This is an optimization exercise on Yosys and OpenROAD, whose aim is small area, a short achievable clock period and few clock cycles, not a production implementation.
The RTL was checked by simulation tests, not by an equivalence proof against the original design.
Power is estimated from default activity; no workload was simulated.

Design pae_engine, start of the top module:
module pae_engine (
    input  wire        clk,
    input  wire        rst,
    input  wire        cmd_valid,
    output wire        cmd_ready,
    input  wire [63:0] cmd_data,
    input  wire [31:0] time_us,
    output reg         resp_valid,
    output reg  [31:0] resp_data,
    output wire [3:0]  pin
);
Size: ~1300 flip-flops, about 140 I/O pins.
==> flow/config.mk <==
export PLATFORM = sky130hd
export DESIGN_NAME = pae_engine
export DESIGN_NICKNAME = pae_engine
export VERILOG_FILES = /design/flow/design.v
export SDC_FILE = /design/flow/constraint.sdc
export NUM_CORES = 4
export LEC_CHECK = 0
export ABC_AREA = 1
export CAP_MARGIN = 20
export CORE_MARGIN = 2
export CORE_UTILIZATION = 50
export PLACE_DENSITY = 0.65
export SETUP_SLACK_MARGIN = 5
export SLEW_MARGIN = 20
==> flow/constraint.sdc <==
create_clock -name core_clock -period 12.0 [get_ports {clk}]
set_input_delay 2.4000 -clock core_clock [delete_from_list [all_inputs] [get_ports {clk}]]
set_output_delay 2.4000 -clock core_clock [all_outputs]
set_load 0.01 [all_outputs]
run.sh (not shown) runs the stock make flow with config.mk's settings and CLKGATE_MAP_FILE= SYNTH_SCRIPT=/design/flow/synth_recipe.tcl, a recipe that flattens the netlist after the stock synthesis.
Testbench counts at the start, summed over its fixed seeds: cycles 42,067.
Next try:
--- a/flow/design.v
+++ b/flow/design.v
@@ -139,20 +139,16 @@
     wire [13:0] c_pcl  = (c_a > 16'd9999)  ? 14'd9999  : c_a[13:0];
     wire        c_zero_bc  = (cmd_data[31:0] == 32'd0);
     wire        c_zero_all = c_zero_bc && (c_ch == 8'd0) && (c_a == 16'd0);
     wire        acc = cmd_valid && (state == S_IDLE);
     wire [31:0] now = time_us;
     wire        now_ge_lt = (now >= lasttick);
     wire [31:0] xabs      = lasttick - reftime;
     wire        xabs_ok   = (xabs[31:26] != 6'h3f);
-    wire [32:0] e25       = {1'b0, lasttick} + 33'h2000000;
-    wire        lt25      = (now < e25[31:0]);
-    wire        u_small   = e25[32] ? (now_ge_lt | lt25) : (now_ge_lt & lt25);
-    wire [26:0] x3;
     wire [NCH-1:0] tok;
     wire [23:0] npos [0:NCH-1];
     wire [NCH-1:0] act;
     genvar ga;
     generate
         for (ga = 0; ga < NCH; ga = ga + 1) begin : g_act
             assign act[ga] = wraps[ga] ? ((pos[ga] >= wstart[ga]) || (pos[ga] < wend[ga]))
                                        : ((pos[ga] >= wstart[ga]) && (pos[ga] < wend[ga]));
@@ -173,17 +169,16 @@
             wire [32:0] e  = {1'b0, lasttick} + m;
             wire        lt = (now < e[31:0]);
             assign tok[gc] = e[32] ? (now_ge_lt | lt) : (now_ge_lt & lt);
             wire [23:0] sel;
             if (ABSMASK[gc]) begin : g_abs
                 wire [26:0] k3 = {3'd0, pos[gc]} - lasttick[26:0] - {2'd0, p, 1'b0} - {3'd0, p};
                 wire [26:0] c3 = now[26:0] + k3;
                 assign m = {7'd0, p, 2'b00} - {9'd0, pos[gc]};
-                assign x3  = c0;
                 assign sel = !c3[26] ? c3[23:0] : !c2[26] ? c2[23:0] :
                              !c1[26] ? c1[23:0] : c0[23:0];
             end else begin : g_acc
                 assign m = {8'd0, p, 1'b1};           
                 assign sel = !c2[26] ? c2[23:0] : !c1[26] ? c1[23:0] : c0[23:0];
             end
             assign npos[gc] = tok[gc] ? sel : pos[gc];
         end
@@ -216,19 +211,17 @@
         integer k;
         begin
             lzb = NB;
             for (k = 0; k < NB; k = k + 1)
                 if (v[k]) lzb = NB - 1 - k;
         end
     endfunction
     wire [4:0]  l_bl   = bitlen16(lv);
-    wire [3:0]  l_gh   = l_bl / S;
-    wire [23:0] l_ph   = TENM >> (24 - l_gh * S);
-    wire [3:0]  l_gf   = (l_ph[15:0] < lv) ? l_gh : (l_bl - 5'd1) / S;
+    wire [3:0]  l_gf   = (l_bl - 5'd1) / S;
     wire [23:0] l_p    = period[lc];
     wire [3:0]  l_gr   = lz24(l_p) / SR;
     wire [4:0]  l_sh   = lf ? l_gf * S : l_gr * SR;
     wire [23:0] l_src  = lf ? TENM : l_p;
     wire [23:0] l_bs   = l_src << l_sh;
     wire [23:0] l_rd   = TENM >> (24 - l_gf * S);
     wire [13:0] l_duty  = (state == S_IDLE && c_op == OP_SETD) ? c_dcl :
                           (loop_sched_ld && dirty_d[lc]) ? pend_d[lc] : duty[lc];
@@ -442,18 +435,17 @@
                     for (i = 0; i < NCH; i = i + 1)
                         if (!ABSMASK[i])
                             pos[i] <= npos[i];
                     fresh    <= 4'b1111;
                     lasttick <= now;
                     if (abs_ok && xabs_ok && tok[3]) begin
                         pos[3] <= npos[3];
                     end else begin
-                        bs    <= (abs_ok && xabs_ok && u_small) ? {{(NB-27){1'b0}}, x3}
-                                                                : {{NB{1'b0}}, now - reftime};
+                        bs    <= {{NB{1'b0}}, now - reftime};
                         ch    <= 2'd3;
                         mode  <= M_ABS;
                         state <= S_APREP;
                     end
                 end
                 OP_SCHED: loop <= L_SCHED;
                 OP_SETG:  loop <= L_GFREQ;
                 OP_SETD: if (c_zero_bc && c_chok) duty[c_c]  <= c_dcl;
The changed run went through all stages and came out clean.
First-iteration DRC count came out higher slightly.
Clock-buffer cell count came out higher by 20.
Setup slack gains 0.15 ns.
Clock power barely changes.
Global-route usage came out higher by 1.6 points.
Wire length came out higher by a few percent.
Power stays flat.
Maximum frequency came out higher by a few percent.
Testbench counts after the change, summed over its fixed seeds: cycles 43,569.

-- re-timing with driven ports --
The results above use ideal ports. As a check the final layouts listed here were re-extracted and re-timed, cells and wires unchanged. Step 1 (the two cells are an assumption about what drives the block):
set clk [get_ports {clk}]
set_driving_cell -lib_cell sky130_fd_sc_hd__clkbuf_16 $clk
set_driving_cell -lib_cell sky130_fd_sc_hd__buf_2 [delete_from_list [all_inputs] $clk]
Step 2 also shifts input and output timing later by t, the mid clock arrival at the registers, as if the neighbouring blocks saw the same clock. a / b / c = ideal ports / drivers / drivers and shift; a / b = the first two.
run | t, ns | setup WS [ns] | worst hold slack (ns)
the first run | 1.032 | 4.381 / 4.381 / 3.654 | 0.469 / 0.469 / 0.469
the second run | 1.020 | 4.532 / 4.532 / 3.838 | 0.472 / 0.472 / 0.472
After both steps every run listed still meets setup and hold. The setup slack of the first run, which loses most, moves by 0.000 ns with the drivers and by -0.727 ns with both steps.
